This is an optimization exercise on Yosys and OpenROAD, whose aim is small area and a short achievable clock period, not a production implementation.
Where RTL was checked, it was by simulation tests only, not by an equivalence proof against the original.
Power figures rest on the tool's default switching activity, not on a simulated workload.

==> amber <==
==> flow/design.v <==
module wlfc_fx (
    input  wire        clk,
    input  wire        rst,         
    input  wire        in_valid,
    input  wire [2:0]  in_op,       
    input  wire [63:0] in_a,
    output reg         out_valid,
    output reg  [63:0] out_data
);
    wire [31:0] w = in_a[31:0];
    wire        op_fl = in_op[2];                         
    wire        op_ff = ~in_op[2] & (in_op[1:0] == 2'd1);
    wire        op_in = ~in_op[2] & (in_op[1:0] == 2'd2);
    wire        op_fr = ~in_op[2] & (in_op[1:0] == 2'd3);
    wire [10:0] ff_e  = in_a[62:52];
    wire [41:0] ff_m  = {1'b1, in_a[51:11]};
    wire        ff_hi = ff_e[10];
    wire        ff_lo = ~ff_e[10] & (&ff_e[9:5]);
    wire [41:0] ff_a  = ff_hi ? ff_m : (ff_lo ? {32'd0, ff_m[41:32]} : 42'd0);
    wire [31:0] fl_x = {1'b0, w[30:0] ^ {31{w[31]}}};
    wire [15:0] v1;  wire [15:0] p1;
    wire [7:0]  v2;  wire [15:0] p2;
    wire [3:0]  v3;  wire [11:0] p3;
    wire [1:0]  v4;  wire [7:0]  p4;
    genvar g;
    generate
        for (g = 0; g < 16; g = g + 1) begin : l1
            assign v1[g] = fl_x[2*g+1] | fl_x[2*g];
            assign p1[g] = fl_x[2*g+1];
        end
        for (g = 0; g < 8; g = g + 1) begin : l2
            assign v2[g] = v1[2*g+1] | v1[2*g];
            assign p2[2*g+1 -: 2] = v1[2*g+1] ? {1'b1, p1[2*g+1]} : {1'b0, p1[2*g]};
        end
        for (g = 0; g < 4; g = g + 1) begin : l3
            assign v3[g] = v2[2*g+1] | v2[2*g];
            assign p3[3*g+2 -: 3] = v2[2*g+1] ? {1'b1, p2[4*g+3 -: 2]} : {1'b0, p2[4*g+1 -: 2]};
        end
        for (g = 0; g < 2; g = g + 1) begin : l4
            assign v4[g] = v3[2*g+1] | v3[2*g];
            assign p4[4*g+3 -: 4] = v3[2*g+1] ? {1'b1, p3[6*g+5 -: 3]} : {1'b0, p3[6*g+2 -: 3]};
        end
    endgenerate
    wire [4:0]  fl_q  = v4[1] ? {1'b1, p4[7:4]} : {1'b0, p4[3:0]};
    wire        fl_xz = ~(v4[1] | v4[0]);
    wire        fl_n    = w[31];
    wire        fl_h16  = fl_n ? ~&w[30:16] : |w[30:16];
    wire        fl_h24  = fl_n ? ~&w[30:24] : |w[30:24];
    wire        fl_h8   = fl_n ? ~&w[15:8]  : |w[15:8];
    wire [1:0]  fl_q43  = {fl_h16, fl_h16 ? fl_h24 : fl_h8};
    reg [63:0] sa;
    reg [4:0]  ss;
    always @(*) begin
        if (op_fl) begin
            sa = {w[30:0], 33'd0};
            ss = {fl_q43, fl_q[2:0]};
        end else if (op_ff) begin
            sa = {22'd0, ff_a};
            ss = ~ff_e[4:0];
        end else begin
            sa = {w[30:16], {8{w[31] & ~op_fr}}, w[31:8] & {24{~op_fr}},
                  w[7] & ~op_in, w[6:0], 9'd0};
            ss = {op_in, op_fr, 3'd0};
        end
    end
    wire [47:0] sh16 = ss[4] ? sa[63:16]  : sa[47:0];
    wire [39:0] sh8  = ss[3] ? sh16[47:8] : sh16[39:0];
    reg        r1_v;
    reg        r1_fl;     
    reg        r1_ng;     
    reg [4:0]  r1_q;
    reg        r1_xz;
    reg [2:0]  r1_s;
    reg [39:0] r1_d;
    always @(posedge clk) begin
        if (rst)
            r1_v <= 1'b0;
        else
            r1_v <= in_valid;
        r1_fl <= op_fl;
        r1_ng <= op_fl ? w[31] : (op_ff & in_a[63]);
        r1_q  <= fl_q;
        r1_xz <= fl_xz;
        r1_s  <= ss[2:0];
        r1_d  <= sh8;
    end
    wire [35:0] sh4 = r1_s[2] ? r1_d[39:4] : r1_d[35:0];
    wire [33:0] sh2 = r1_s[1] ? sh4[35:2]  : sh4[33:0];
    wire [32:0] sh  = r1_s[0] ? sh2[33:1]  : sh2[32:0];
    wire [30:0] n_in = {sh[32:9], sh[8:2] & {7{r1_fl}}};
    wire [30:0] po0 = n_in;
    wire [30:0] po1, po2, po3, po4, po5;
    genvar b;
    generate
        for (b = 0; b < 31; b = b + 1) begin : pfx
            assign po1[b] = (b % 2  >= 1)  ? po0[b] | po0[b - (b % 2)  + 0] : po0[b];
            assign po2[b] = (b % 4  >= 2)  ? po1[b] | po1[b - (b % 4)  + 1] : po1[b];
            assign po3[b] = (b % 8  >= 4)  ? po2[b] | po2[b - (b % 8)  + 3] : po2[b];
            assign po4[b] = (b % 16 >= 8)  ? po3[b] | po3[b - (b % 16) + 7] : po3[b];
            assign po5[b] = (b % 32 >= 16) ? po4[b] | po4[b - (b % 32) + 15] : po4[b];
        end
    endgenerate
    wire [30:0] n_out = n_in ^ ({po5[29:0], 1'b0} & {31{r1_ng}});
    wire [8:0]  rnd   = {1'b0, sh[8:1]} + {8'd0, sh[0]};
    wire        fl_p2 = r1_ng & ~r1_xz & ~|sh[32:2];     
    wire        fl_z  = r1_xz & ~r1_ng;                  
    wire [10:0] fl_e0 = 11'd1015 + {6'd0, r1_q};
    wire [10:0] fl_e1 = 11'd1016 + {6'd0, r1_q};
    wire [10:0] fl_e  = fl_z ? 11'd0 : (fl_p2 ? fl_e1 : fl_e0);
    reg        r2_fl;
    reg        r2_ng;
    reg [30:0] r2_n;      
    reg [10:0] r2_x;      
    always @(posedge clk) begin
        if (rst)
            out_valid <= 1'b0;
        else
            out_valid <= r1_v;
        r2_fl <= r1_fl;
        r2_ng <= r1_ng;
        r2_n  <= n_out;
        r2_x  <= r1_fl ? fl_e : {2'd0, rnd};
    end
    always @(*) begin
        if (r2_fl)
            out_data = {r2_ng, r2_x, r2_n, 21'd0};
        else
            out_data = {32'd0, r2_n[30:7], 8'h00} | {55'd0, r2_x[8:0]};
    end
endmodule
==> flow/flow/run.sh <==
#!/bin/bash
# The standard layout (the standard.sh, ORFS synth to finish), except
# that the port buffers ORFS inserts on every input and output use the
# smallest buffer cell, sky130_fd_sc_hd__buf_1, instead of its default.
set -euo pipefail
cd "$(dirname "${BASH_SOURCE[0]}")/.."
bash standard.sh finish "BUFFER_PORTS_ARGS=-buffer_cell sky130_fd_sc_hd__buf_1" > standard_finish.log 2>&1
==> flow/standard.sh <==
#!/bin/bash
# synth_recipe.tcl (not shown) runs the flow's synth.tcl, then flattens the netlist and writes it again
# the make line also repeats each setting of config.mk as NAME=value (left out here)
make -C /OpenROAD-flow-scripts/flow DESIGN_CONFIG=/design/flow/config.mk WORK_HOME=/design/flow/orfs CLKGATE_MAP_FILE= SYNTH_SCRIPT=/design/flow/synth_recipe.tcl "${@:-finish}"
==> flow/config.mk <==
export PLATFORM = sky130hd
export DESIGN_NAME = wlfc_fx
export DESIGN_NICKNAME = wlfc_fx
export VERILOG_FILES = /design/flow/design.v
export SDC_FILE = /design/flow/constraint.sdc
export NUM_CORES = 4
export LEC_CHECK = 0
export ABC_AREA = 1
export CAP_MARGIN = 20
export CORE_MARGIN = 2
export CORE_UTILIZATION = 40
export CTS_BUF_LIST = sky130_fd_sc_hd__clkbuf_8
export SETUP_SLACK_MARGIN = 2.9
export SLEW_MARGIN = 20
==> flow/constraint.sdc <==
create_clock -name core_clock -period 5.5 [get_ports {clk}]
set_input_delay 1.1000 -clock core_clock [delete_from_list [all_inputs] [get_ports {clk}]]
set_output_delay 1.1000 -clock core_clock [all_outputs]
set_load 0.01 [all_outputs]
==> fjord: changes against amber <==
--- a/flow/design.v
+++ b/flow/design.v
@@ -44,9 +44,4 @@
     wire [4:0]  fl_q  = v4[1] ? {1'b1, p4[7:4]} : {1'b0, p4[3:0]};
     wire        fl_xz = ~(v4[1] | v4[0]);
-    wire        fl_n    = w[31];
-    wire        fl_h16  = fl_n ? ~&w[30:16] : |w[30:16];
-    wire        fl_h24  = fl_n ? ~&w[30:24] : |w[30:24];
-    wire        fl_h8   = fl_n ? ~&w[15:8]  : |w[15:8];
-    wire [1:0]  fl_q43  = {fl_h16, fl_h16 ? fl_h24 : fl_h8};
     reg [63:0] sa;
     reg [4:0]  ss;
@@ -54,5 +49,5 @@
         if (op_fl) begin
             sa = {w[30:0], 33'd0};
-            ss = {fl_q43, fl_q[2:0]};
+            ss = fl_q;
         end else if (op_ff) begin
             sa = {22'd0, ff_a};
@@ -66,4 +61,5 @@
     wire [47:0] sh16 = ss[4] ? sa[63:16]  : sa[47:0];
     wire [39:0] sh8  = ss[3] ? sh16[47:8] : sh16[39:0];
+    wire [35:0] sh4  = ss[2] ? sh8[39:4]  : sh8[35:0];
     reg        r1_v;
     reg        r1_fl;     
@@ -71,6 +67,6 @@
     reg [4:0]  r1_q;
     reg        r1_xz;
-    reg [2:0]  r1_s;
-    reg [39:0] r1_d;
+    reg [1:0]  r1_s;
+    reg [35:0] r1_d;
     always @(posedge clk) begin
         if (rst)
@@ -82,9 +78,8 @@
         r1_q  <= fl_q;
         r1_xz <= fl_xz;
-        r1_s  <= ss[2:0];
-        r1_d  <= sh8;
+        r1_s  <= ss[1:0];
+        r1_d  <= sh4;
     end
-    wire [35:0] sh4 = r1_s[2] ? r1_d[39:4] : r1_d[35:0];
-    wire [33:0] sh2 = r1_s[1] ? sh4[35:2]  : sh4[33:0];
+    wire [33:0] sh2 = r1_s[1] ? r1_d[35:2] : r1_d[33:0];
     wire [32:0] sh  = r1_s[0] ? sh2[33:1]  : sh2[32:0];
     wire [30:0] n_in = {sh[32:9], sh[8:2] & {7{r1_fl}}};
CTS_BUF_LIST = unset   (was sky130_fd_sc_hd__clkbuf_8)
SETUP_SLACK_MARGIN = unset   (was 2.9)
==> quartz: changes against amber <==
--- a/flow/design.v
+++ b/flow/design.v
@@ -44,9 +44,4 @@
     wire [4:0]  fl_q  = v4[1] ? {1'b1, p4[7:4]} : {1'b0, p4[3:0]};
     wire        fl_xz = ~(v4[1] | v4[0]);
-    wire        fl_n    = w[31];
-    wire        fl_h16  = fl_n ? ~&w[30:16] : |w[30:16];
-    wire        fl_h24  = fl_n ? ~&w[30:24] : |w[30:24];
-    wire        fl_h8   = fl_n ? ~&w[15:8]  : |w[15:8];
-    wire [1:0]  fl_q43  = {fl_h16, fl_h16 ? fl_h24 : fl_h8};
     reg [63:0] sa;
     reg [4:0]  ss;
@@ -54,39 +49,36 @@
         if (op_fl) begin
             sa = {w[30:0], 33'd0};
-            ss = {fl_q43, fl_q[2:0]};
+            ss = fl_q;
         end else if (op_ff) begin
             sa = {22'd0, ff_a};
             ss = ~ff_e[4:0];
         end else begin
-            sa = {w[30:16], {8{w[31] & ~op_fr}}, w[31:8] & {24{~op_fr}},
+            sa = {{15{w[31]}}, {8{w[31] & ~op_fr}}, w[31:8] & {24{~op_fr}},
                   w[7] & ~op_in, w[6:0], 9'd0};
             ss = {op_in, op_fr, 3'd0};
         end
     end
-    wire [47:0] sh16 = ss[4] ? sa[63:16]  : sa[47:0];
+    wire [47:0] sh16 = ss[4] ? sa[63:16] : sa[47:0];
     wire [39:0] sh8  = ss[3] ? sh16[47:8] : sh16[39:0];
-    reg        r1_v;
-    reg        r1_fl;     
-    reg        r1_ng;     
-    reg [4:0]  r1_q;
-    reg        r1_xz;
-    reg [2:0]  r1_s;
-    reg [39:0] r1_d;
+    wire [35:0] sh4  = ss[2] ? sh8[39:4]  : sh8[35:0];
+    wire [33:0] sh2  = ss[1] ? sh4[35:2]  : sh4[33:0];
+    wire [32:0] sh   = ss[0] ? sh2[33:1]  : sh2[32:0];
+    reg        q_fl;      
+    reg        q_ng;      
+    reg [4:0]  q_q;
+    reg        q_xz;
+    reg [32:0] q_sh;
     always @(posedge clk) begin
         if (rst)
-            r1_v <= 1'b0;
+            out_valid <= 1'b0;
         else
-            r1_v <= in_valid;
-        r1_fl <= op_fl;
-        r1_ng <= op_fl ? w[31] : (op_ff & in_a[63]);
-        r1_q  <= fl_q;
-        r1_xz <= fl_xz;
-        r1_s  <= ss[2:0];
-        r1_d  <= sh8;
+            out_valid <= in_valid;
+        q_fl <= op_fl;
+        q_ng <= op_fl ? w[31] : (op_ff & in_a[63]);
+        q_q  <= fl_q;
+        q_xz <= fl_xz;
+        q_sh <= sh[32:0];
     end
-    wire [35:0] sh4 = r1_s[2] ? r1_d[39:4] : r1_d[35:0];
-    wire [33:0] sh2 = r1_s[1] ? sh4[35:2]  : sh4[33:0];
-    wire [32:0] sh  = r1_s[0] ? sh2[33:1]  : sh2[32:0];
-    wire [30:0] n_in = {sh[32:9], sh[8:2] & {7{r1_fl}}};
+    wire [30:0] n_in  = {q_sh[32:9], q_sh[8:2] & {7{q_fl}}};
     wire [30:0] po0 = n_in;
     wire [30:0] po1, po2, po3, po4, po5;
@@ -101,30 +93,15 @@
         end
     endgenerate
-    wire [30:0] n_out = n_in ^ ({po5[29:0], 1'b0} & {31{r1_ng}});
-    wire [8:0]  rnd   = {1'b0, sh[8:1]} + {8'd0, sh[0]};
-    wire        fl_p2 = r1_ng & ~r1_xz & ~|sh[32:2];     
-    wire        fl_z  = r1_xz & ~r1_ng;                  
-    wire [10:0] fl_e0 = 11'd1015 + {6'd0, r1_q};
-    wire [10:0] fl_e1 = 11'd1016 + {6'd0, r1_q};
-    wire [10:0] fl_e  = fl_z ? 11'd0 : (fl_p2 ? fl_e1 : fl_e0);
-    reg        r2_fl;
-    reg        r2_ng;
-    reg [30:0] r2_n;      
-    reg [10:0] r2_x;      
-    always @(posedge clk) begin
-        if (rst)
-            out_valid <= 1'b0;
+    wire [30:0] n_out = n_in ^ ({po5[29:0], 1'b0} & {31{q_ng}});
+    wire [8:0]  rnd   = {1'b0, q_sh[8:1]} + {8'd0, q_sh[0]};
+    wire [31:0] res   = {n_out[30:7], 8'h00} | {23'd0, rnd};
+    wire        fl_p2 = q_ng & ~q_xz & ~|q_sh[32:2];     
+    wire        fl_z  = q_xz & ~q_ng;                    
+    wire [10:0] fl_e  = fl_z ? 11'd0 : (11'd1015 + {6'd0, q_q} + {10'd0, fl_p2});
+    always @(*) begin
+        if (q_fl)
+            out_data = {q_ng, fl_e, n_out, 21'd0};
         else
-            out_valid <= r1_v;
-        r2_fl <= r1_fl;
-        r2_ng <= r1_ng;
-        r2_n  <= n_out;
-        r2_x  <= r1_fl ? fl_e : {2'd0, rnd};
-    end
-    always @(*) begin
-        if (r2_fl)
-            out_data = {r2_ng, r2_x, r2_n, 21'd0};
-        else
-            out_data = {32'd0, r2_n[30:7], 8'h00} | {55'd0, r2_x[8:0]};
+            out_data = {32'd0, res};
     end
 endmodule
CTS_BUF_LIST = unset   (was sky130_fd_sc_hd__clkbuf_8)
SETUP_SLACK_MARGIN = 2.0   (was 2.9)
==> harbor: changes against amber <==
--- a/flow/design.v
+++ b/flow/design.v
@@ -44,9 +44,4 @@
     wire [4:0]  fl_q  = v4[1] ? {1'b1, p4[7:4]} : {1'b0, p4[3:0]};
     wire        fl_xz = ~(v4[1] | v4[0]);
-    wire        fl_n    = w[31];
-    wire        fl_h16  = fl_n ? ~&w[30:16] : |w[30:16];
-    wire        fl_h24  = fl_n ? ~&w[30:24] : |w[30:24];
-    wire        fl_h8   = fl_n ? ~&w[15:8]  : |w[15:8];
-    wire [1:0]  fl_q43  = {fl_h16, fl_h16 ? fl_h24 : fl_h8};
     reg [63:0] sa;
     reg [4:0]  ss;
@@ -54,39 +49,36 @@
         if (op_fl) begin
             sa = {w[30:0], 33'd0};
-            ss = {fl_q43, fl_q[2:0]};
+            ss = fl_q;
         end else if (op_ff) begin
             sa = {22'd0, ff_a};
             ss = ~ff_e[4:0];
         end else begin
-            sa = {w[30:16], {8{w[31] & ~op_fr}}, w[31:8] & {24{~op_fr}},
+            sa = {{15{w[31]}}, {8{w[31] & ~op_fr}}, w[31:8] & {24{~op_fr}},
                   w[7] & ~op_in, w[6:0], 9'd0};
             ss = {op_in, op_fr, 3'd0};
         end
     end
-    wire [47:0] sh16 = ss[4] ? sa[63:16]  : sa[47:0];
+    wire [47:0] sh16 = ss[4] ? sa[63:16] : sa[47:0];
     wire [39:0] sh8  = ss[3] ? sh16[47:8] : sh16[39:0];
-    reg        r1_v;
-    reg        r1_fl;     
-    reg        r1_ng;     
-    reg [4:0]  r1_q;
-    reg        r1_xz;
-    reg [2:0]  r1_s;
-    reg [39:0] r1_d;
+    wire [35:0] sh4  = ss[2] ? sh8[39:4]  : sh8[35:0];
+    wire [33:0] sh2  = ss[1] ? sh4[35:2]  : sh4[33:0];
+    wire [32:0] sh   = ss[0] ? sh2[33:1]  : sh2[32:0];
+    reg        q_fl;      
+    reg        q_ng;      
+    reg [4:0]  q_q;
+    reg        q_xz;
+    reg [32:0] q_sh;
     always @(posedge clk) begin
         if (rst)
-            r1_v <= 1'b0;
+            out_valid <= 1'b0;
         else
-            r1_v <= in_valid;
-        r1_fl <= op_fl;
-        r1_ng <= op_fl ? w[31] : (op_ff & in_a[63]);
-        r1_q  <= fl_q;
-        r1_xz <= fl_xz;
-        r1_s  <= ss[2:0];
-        r1_d  <= sh8;
+            out_valid <= in_valid;
+        q_fl <= op_fl;
+        q_ng <= op_fl ? w[31] : (op_ff & in_a[63]);
+        q_q  <= fl_q;
+        q_xz <= fl_xz;
+        q_sh <= sh[32:0];
     end
-    wire [35:0] sh4 = r1_s[2] ? r1_d[39:4] : r1_d[35:0];
-    wire [33:0] sh2 = r1_s[1] ? sh4[35:2]  : sh4[33:0];
-    wire [32:0] sh  = r1_s[0] ? sh2[33:1]  : sh2[32:0];
-    wire [30:0] n_in = {sh[32:9], sh[8:2] & {7{r1_fl}}};
+    wire [30:0] n_in  = {q_sh[32:9], q_sh[8:2] & {7{q_fl}}};
     wire [30:0] po0 = n_in;
     wire [30:0] po1, po2, po3, po4, po5;
@@ -101,30 +93,17 @@
         end
     endgenerate
-    wire [30:0] n_out = n_in ^ ({po5[29:0], 1'b0} & {31{r1_ng}});
-    wire [8:0]  rnd   = {1'b0, sh[8:1]} + {8'd0, sh[0]};
-    wire        fl_p2 = r1_ng & ~r1_xz & ~|sh[32:2];     
-    wire        fl_z  = r1_xz & ~r1_ng;                  
-    wire [10:0] fl_e0 = 11'd1015 + {6'd0, r1_q};
-    wire [10:0] fl_e1 = 11'd1016 + {6'd0, r1_q};
+    wire [30:0] n_out = n_in ^ ({po5[29:0], 1'b0} & {31{q_ng}});
+    wire [8:0]  rnd   = {1'b0, q_sh[8:1]} + {8'd0, q_sh[0]};
+    wire [31:0] res   = {n_out[30:7], 8'h00} | {23'd0, rnd};
+    wire        fl_p2 = q_ng & ~q_xz & ~|q_sh[32:2];     
+    wire        fl_z  = q_xz & ~q_ng;                    
+    wire [10:0] fl_e0 = 11'd1015 + {6'd0, q_q};
+    wire [10:0] fl_e1 = 11'd1016 + {6'd0, q_q};
     wire [10:0] fl_e  = fl_z ? 11'd0 : (fl_p2 ? fl_e1 : fl_e0);
-    reg        r2_fl;
-    reg        r2_ng;
-    reg [30:0] r2_n;      
-    reg [10:0] r2_x;      
-    always @(posedge clk) begin
-        if (rst)
-            out_valid <= 1'b0;
+    always @(*) begin
+        if (q_fl)
+            out_data = {q_ng, fl_e, n_out, 21'd0};
         else
-            out_valid <= r1_v;
-        r2_fl <= r1_fl;
-        r2_ng <= r1_ng;
-        r2_n  <= n_out;
-        r2_x  <= r1_fl ? fl_e : {2'd0, rnd};
-    end
-    always @(*) begin
-        if (r2_fl)
-            out_data = {r2_ng, r2_x, r2_n, 21'd0};
-        else
-            out_data = {32'd0, r2_n[30:7], 8'h00} | {55'd0, r2_x[8:0]};
+            out_data = {32'd0, res};
     end
 endmodule
CTS_BUF_LIST = unset   (was sky130_fd_sc_hd__clkbuf_8)
SETUP_SLACK_MARGIN = unset   (was 2.9)
==> summary.txt <==
More flip-flops sit in one register than any other, and that register is q_sh. The number of ordinary and repair buffers in the finished layout works out to 143. The flow ran to the end and the layout has no timing, DRC or antenna violations. The worst path needs 3960 ps of the cycle, external delays included.

The critical path depth in cells was 11; the final core area utilization was 44.9%. The detailed router put a total of 10100 um of wire on met1. The worst hold path begins at rst. Share of total power in the clock network: 19.3%.

Average via count per standard cell: 5.55. Clock tree synthesis found a total of 42 sinks. The clock network contribution to total cell area works out to 2.22%.
[end of results for harbor]
==> summary.txt <==
The run finished with no timing, DRC or antenna violations. The sink count of the clock tree is 92. Counting buffers and inverters, the worst setup path is 12 cells deep.

The layout has 143 buffers outside the clock class. The start point of the worst min-delay path was r1_v$_SDFF_PP0_. The met1 wire length is 11700 um, and the final core area utilization is 44.1%. The post-route minimum period came out at 3790 ps.
[end of results for fjord]
==> summary.txt <==
Clock tree synthesis found a total of 97 sinks. The worst path needs 2530 ps of the cycle, external delays included. The startpoint identified for the worst hold timing path is r1_v$_SDFF_PP0_.

Counting buffers and inverters, the worst setup path is 12 cells deep. Dividing the detail-routed via count by the number of cells gives 5.06. The final core area utilization came out at 46.9%.

Ranked by flip-flop count, first place goes to r1_d. Of all the cell area in the finished design, the clock network holds 2.25%. The run finished with no timing, DRC or antenna violations.

The layout has 165 buffers outside the clock class. The met1 wire length was 11200 um.
[end of results for amber]
==> summary.txt <==
Once layout is complete, the utilization of the core stands at 48.9%. The flow ran to the end and the layout has no timing, DRC or antenna violations. The detailed router put a total of 10400 um of wire on met1.

After detailed routing, the number of vias per cell comes to 5.61. The share of total power dissipated in the clock network is 17.2%. In this run the most critical hold path is launched from rst. The clock network consumes a total of 0.000284 W. The critical path crosses 12 cells after its start point. The plain and repair buffers instantiated in the layout total 170. The clock drives 42 sinks.

The post-route minimum period works out to 3530 ps. Clock network contribution to total cell area: 2.06%.
[end of results for quartz]
Only the layout flow was run in fjord and harbor; the RTL was not checked for function there.

[afterwards: timing with drivers on the ports]
The results above use ideal ports. As a check the final layouts listed here were re-extracted and re-timed, cells and wires unchanged. Step 1, drivers: a clkbuf_16 drives clk and a buf_2 each remaining input, both assumed. Step 2 moves the port delays by t, midway between the first and last clock arrival at a register: inputs arrive t later, outputs are due t later. That takes back most of the time a late clock gives input paths. a / b / c = ideal ports / drivers / drivers and shift; a / b = the first two.
| run | shift t [ns] | slack for setup (ns) | latest minus earliest clock arrival (ns) | worst data-port slew with drivers (ns) | cell pins on the clock port's net |
|---|---|---|---|---|---|
| amber | 0.421 | 2.967 / 2.974 / 2.553 | 0.016 / 0.016 | 0.04 | 1 |
| fjord | 0.375 | 1.710 / 1.729 / 1.354 | 0.011 / 0.012 | 0.04 | 1 |
| quartz | 0.321 | 1.966 / 1.923 / 1.856 | 0.006 / 0.007 | 0.04 | 1 |
| harbor | 0.326 | 1.538 / 1.498 / 1.267 | 0.007 / 0.007 | 0.04 | 1 |
After both steps every run listed still meets setup and hold. The setup slack of amber, which loses most, moves by +0.007 ns with the drivers and by -0.414 ns with both steps.
